This is an optimization exercise on Yosys and OpenROAD, whose aim is small area, a short achievable clock period and few clock cycles per item, not a production implementation. The RTL was checked by simulation tests, not by an equivalence proof against the original design. Power and IR drop assume default switching activity.

## xenon
// lcsa_encoder
module lcsa_encoder (
    input  wire        clk,
    input  wire        rst,           
    input  wire        start,
    input  wire [31:0] len,           
    input  wire [31:0] spb,           
    input  wire [31:0] bits,          
    output wire        busy,
    output wire        s_valid,
    input  wire        s_ready,
    output wire [12:0] s_index,
    output wire [9:0]  s_trits,       
    output wire [63:0] s_time,
    output wire        s_last,
    output wire        done,
    output wire        done_err,
    output wire [2:0]  done_code,
    output wire [3:0]  done_cause,
    output wire [13:0] done_n,
    output wire [7:0]  done_half
);
For scale: roughly 2,300 cells after synthesis, roughly 220 I/O pins, roughly 20,000 sq um of cells after synthesis.
clock: 10.0 ns
lec_check: 0
abc_clock_period_in_ps: 3000
cap_margin: 20
core_margin: 2
core_utilization: 45
slew_margin: 20
standard.sh (not shown) runs the stock make flow with config.mk's settings and CLKGATE_MAP_FILE= SYNTH_SCRIPT=/design/flow/synth_recipe.tcl, a recipe that flattens the netlist after the stock synthesis.
==> flow/flow/run.sh <==
#!/bin/bash
set -o pipefail
export SETUP_SLACK_MARGIN=6.4
export BUFFER_PORTS_ARGS="-buffer_cell sky130_fd_sc_hd__buf_2"
bash standard.sh > standard.log 2>&1
xenon finished end to end and its layout was clean on timing, DRC and antenna.
Testbench counts of xenon, summed over its fixed seeds: cycles 60,342, samples 57,598.
diff inputs: xenon => garnet
# xenon
export LEC_CHECK = 0
export ABC_CLOCK_PERIOD_IN_PS = 3000
export CAP_MARGIN = 20
export CORE_MARGIN = 2
export CORE_UTILIZATION = 45
export SLEW_MARGIN = 20
create_clock -name core_clock -period 10.0 [get_ports {clk}]
# garnet
export LEC_CHECK = 0
export ABC_CLOCK_PERIOD_IN_PS = 3000
export CAP_MARGIN = 20
export CORE_MARGIN = 2
export CORE_UTILIZATION = 60
export SLEW_MARGIN = 20
create_clock -name core_clock -period 10.0 [get_ports {clk}]
==> flow/flow/run.sh <==
#!/bin/bash
set -o pipefail
export SETUP_SLACK_MARGIN=6.55
export BUFFER_PORTS_ARGS="-buffer_cell sky130_fd_sc_hd__buf_1"
bash standard.sh > standard.log 2>&1
--- outcome ---
garnet has completed all stages; timing, DRC and antenna checks passed.
Delay contributed by the slowest stage of the critical path in garnet is 0.17 ns higher than in xenon
The die used by garnet is smaller than the one used by xenon.
xenon -> garnet: sequential cell area flat
Cells: garnet has fewer instances than xenon
On overall track demand over capacity in global routing: between xenon and garnet, it ends up higher for garnet.
For clock-buffer cell count, dividing the value from xenon by the value from garnet gives 0.948.
garnet ended with more vias after detailed routing than xenon.
Sort xenon and garnet by routed wire length asc -> top: garnet
garnet reports its cell with the largest stage delay on the worst path as edfxtp_1 while xenon reports a221oi_1.
Diff xenon..garnet | cell area after layout | negligible
garnet vs xenon, termination of the worst setup path: aq[49] vs dr[3]
On layout overhead on the synthesized area, garnet tracks xenon almost exactly.
diff inputs: garnet => raven
==> flow/flow/run.sh <==
#!/bin/bash
set -o pipefail
export SETUP_SLACK_MARGIN=6
export BUFFER_PORTS_ARGS="-buffer_cell sky130_fd_sc_hd__buf_2"
bash standard.sh > standard.log 2>&1
Results
- Every stage of the flow completed for raven, and the final layout passed the timing, DRC and antenna checks.
- Going from garnet to raven, first-pass GRT wire length fell 0.96%; via count went down by about 2.3%; combinational group power neither gained nor lost much; maximum frequency decreased by 8.9% relative to the old numbers; smallest setup slack after layout dropped 0.34 ns.
- In raven, number of cells on the critical path is lower than in garnet.
- Compared with garnet, in raven combinational share of power shows no meaningful change; core utilization fell 1.6 points.
--- input diff raven..violet ---
# raven
export LEC_CHECK = 0
export ABC_CLOCK_PERIOD_IN_PS = 3000
export CAP_MARGIN = 20
export CORE_MARGIN = 2
export CORE_UTILIZATION = 60
export SLEW_MARGIN = 20
create_clock -name core_clock -period 10.0 [get_ports {clk}]
# violet
export LEC_CHECK = 0
export ABC_CLOCK_PERIOD_IN_PS = 3000
export CAP_MARGIN = 20
export CORE_MARGIN = 2
export CORE_UTILIZATION = 45
export SLEW_MARGIN = 20
create_clock -name core_clock -period 10.0 [get_ports {clk}]
--- a/flow/flow/run.sh
+++ b/flow/flow/run.sh
@@ -3 +3 @@
-export SETUP_SLACK_MARGIN=6
+export SETUP_SLACK_MARGIN=6.55
### Flow results
Internal power contribution: raven vs violet, no meaningful difference. Looking at endpoint arrival time on the critical path across violet and raven, the one that comes out lower is violet. In the reports for violet and raven, the larger power belongs to violet. Re routed wire length: raven was lower than violet. violet vs raven — wire length of the first global-routing pass climbed by a few percent. In violet, the number of placed cells counting well taps came out 140 above the value in raven. Between violet and raven, the met1 track utilization from global routing is higher for raven. On shortest clock period the worst path allows after layout, the lower figure sits with violet, not raven. Sequential share of layout area (violet over raven): decrease, 1.5 points.
Here is what was changed in the inputs of juniper compared with violet.
# violet
export LEC_CHECK = 0
export ABC_CLOCK_PERIOD_IN_PS = 3000
export CAP_MARGIN = 20
export CORE_MARGIN = 2
export CORE_UTILIZATION = 45
export SLEW_MARGIN = 20
create_clock -name core_clock -period 10.0 [get_ports {clk}]
# juniper
export LEC_CHECK = 0
export ABC_CLOCK_PERIOD_IN_PS = 3000
export CAP_MARGIN = 20
export CORE_MARGIN = 2
export CORE_UTILIZATION = 60
export SLEW_MARGIN = 20
create_clock -name core_clock -period 10.0 [get_ports {clk}]
--- a/flow/flow/run.sh
+++ b/flow/flow/run.sh
@@ -3 +3 @@
-export SETUP_SLACK_MARGIN=6.55
+export SETUP_SLACK_MARGIN=6.7
Results
Having completed the whole flow, juniper delivered a layout that passed the timing, DRC and antenna checks.
juniper vs violet — number of clock buffers inserted by TritonCTS dropped by a few percent
Non-clock buffer total of the final layout came out higher on juniper than on violet.
violet → juniper: met3 usage in global routing up 0.70 points; worst setup slack up 0.11 ns; number of cell instances on the worst register-to-register path down 3.
Relative to violet, combinational power share has gone up in juniper.
The higher number of filler instances in the final layout of juniper and violet is in violet.
juniper vs. violet: number of enable flip-flop cells after synthesis roughly the same, sequential cell fraction of total power rose 0.9 points, number of cell rows -13%.
In juniper the wire length turned out about 0.33% higher than in violet.

========
Another version of the RTL of lcsa_encoder (not shown whole).
Size in the first run: about 22000 sq um of cells after synthesis.
make LEC_CHECK=0 CAP_MARGIN=20 CORE_MARGIN=2 CORE_UTILIZATION=40 SLEW_MARGIN=20 finish   # period 10.0 ns
run.sh (not shown) runs the stock make flow with config.mk's settings and CLKGATE_MAP_FILE= SYNTH_SCRIPT=/design/flow/synth_recipe.tcl, a recipe that flattens the netlist after the stock synthesis.
Stock flow here: none of the scripts above is used.
Testbench counts at the start, summed over its fixed seeds: cycles 59,046, samples 57,598.
Then changed:
Settings changed: ABC_CLOCK_PERIOD_IN_PS set to 3500, SETUP_SLACK_MARGIN set to 5.
The changed run finished clean.
Global-route usage goes up by 0.33 points.
Via count rises by 0.88%.
Synthesized cell count is unchanged.
Clock skew stays flat.
Synthesized area is unchanged.
Flip-flop and latch count stays the same.
Maximum frequency rises by 34%.
Total power is lower by 0.39%.
Worst hold slack barely changes.
Worst setup slack improves by 1.6 ns.
Core utilization rises by 0.71 points.

========
== ember ==
Another version of the RTL of lcsa_encoder (not shown whole).
For scale: roughly 2200 cells after synthesis, ~280 flip-flops, about 0.020 mm^2 of cells after synthesis.
Settings: LEC_CHECK=0, ABC_CLOCK_PERIOD_IN_PS=3500, CAP_MARGIN=20, CORE_MARGIN=2, CORE_UTILIZATION=40, SETUP_SLACK_MARGIN=5, SLEW_MARGIN=20; clock period 10.0 ns.
ember finished every stage and its layout cleared the timing, DRC and antenna checks.
Testbench counts of ember, summed over its fixed seeds: cycles 59,046, samples 57,598.
Input-level comparison between willow and ember:
# ember
export LEC_CHECK = 0
export ABC_CLOCK_PERIOD_IN_PS = 3500
export CAP_MARGIN = 20
export CORE_MARGIN = 2
export CORE_UTILIZATION = 40
export SETUP_SLACK_MARGIN = 5
export SLEW_MARGIN = 20
create_clock -name core_clock -period 10.0 [get_ports {clk}]
# willow
export LEC_CHECK = 0
export ABC_CLOCK_PERIOD_IN_PS = 3000
export CAP_MARGIN = 20
export CORE_MARGIN = 2
export CORE_UTILIZATION = 40
export SLEW_MARGIN = 20
create_clock -name core_clock -period 10.0 [get_ports {clk}]
==> flow/flow/run.sh (new file) <==
#!/bin/bash
set -o pipefail
export SETUP_SLACK_MARGIN=6
bash standard.sh > standard.log 2>&1
==> flow/standard.sh (new file) <==
#!/bin/bash
# synth_recipe.tcl (not shown) runs the flow's synth.tcl, then flattens the netlist and writes it again
# the make line also repeats each setting of config.mk as NAME=value (left out here)
make -C /OpenROAD-flow-scripts/flow DESIGN_CONFIG=/design/flow/config.mk WORK_HOME=/design/flow/orfs CLKGATE_MAP_FILE= SYNTH_SCRIPT=/design/flow/synth_recipe.tcl "${@:-finish}"
removed: flow/run.sh
## What came out
Area growth from synthesis to layout (willow over ember): increase, 4.0 points
Summary — combinational cell fraction of total power, willow relative to ember: higher, by 1.5 points.
Delta(share of total power in the clock network, willow - ember) < 0
ember vs willow, startpoint of the worst setup timing path: dr[0] vs dr[1]
Higher total power of the final layout was reported by ember, not willow.

[port drivers added, routing unchanged]
How much do the figures lean on ideal ports? The routed layouts below were timed once more, with nothing changed but the port constraints. Step 1 assumes that a clkbuf_16 drives the clock port and a buf_2 every other input. Step 2 also shifts input and output timing later by t, the mid clock arrival at the registers, as if the neighbouring blocks saw the same clock. Slacks: ideal ports / drivers / drivers and shift; pairs: ideal ports / drivers.
run	t (ns)	setup slack, ns	worst setup path at the end	worst data-port slew with drivers (ns)
xenon	0.603	6.521 / 6.491 / 5.949	input to register	0.06
garnet	0.585	6.488 / 6.488 / 5.990	input to register	0.05
raven	0.573	6.147 / 6.170 / 5.597	input to register	0.05
violet	0.610	6.490 / 6.490 / 6.059	input to register	0.04
juniper	0.577	6.600 / 6.600 / 6.171	input to register	0.06
the first run of note 2	0.621	3.617 / 3.617 / 3.617	register to register	0.07
the second run of note 2	0.607	5.229 / 5.229 / 4.768	input to register	0.08
ember	0.599	5.291 / 5.291 / 5.152	input to register	0.06
willow	0.591	6.062 / 6.039 / 5.565	input to register	0.06
After both steps every run listed still meets setup and hold. The setup slack of xenon, which loses most, moves by -0.030 ns with the drivers and by -0.572 ns with both steps.
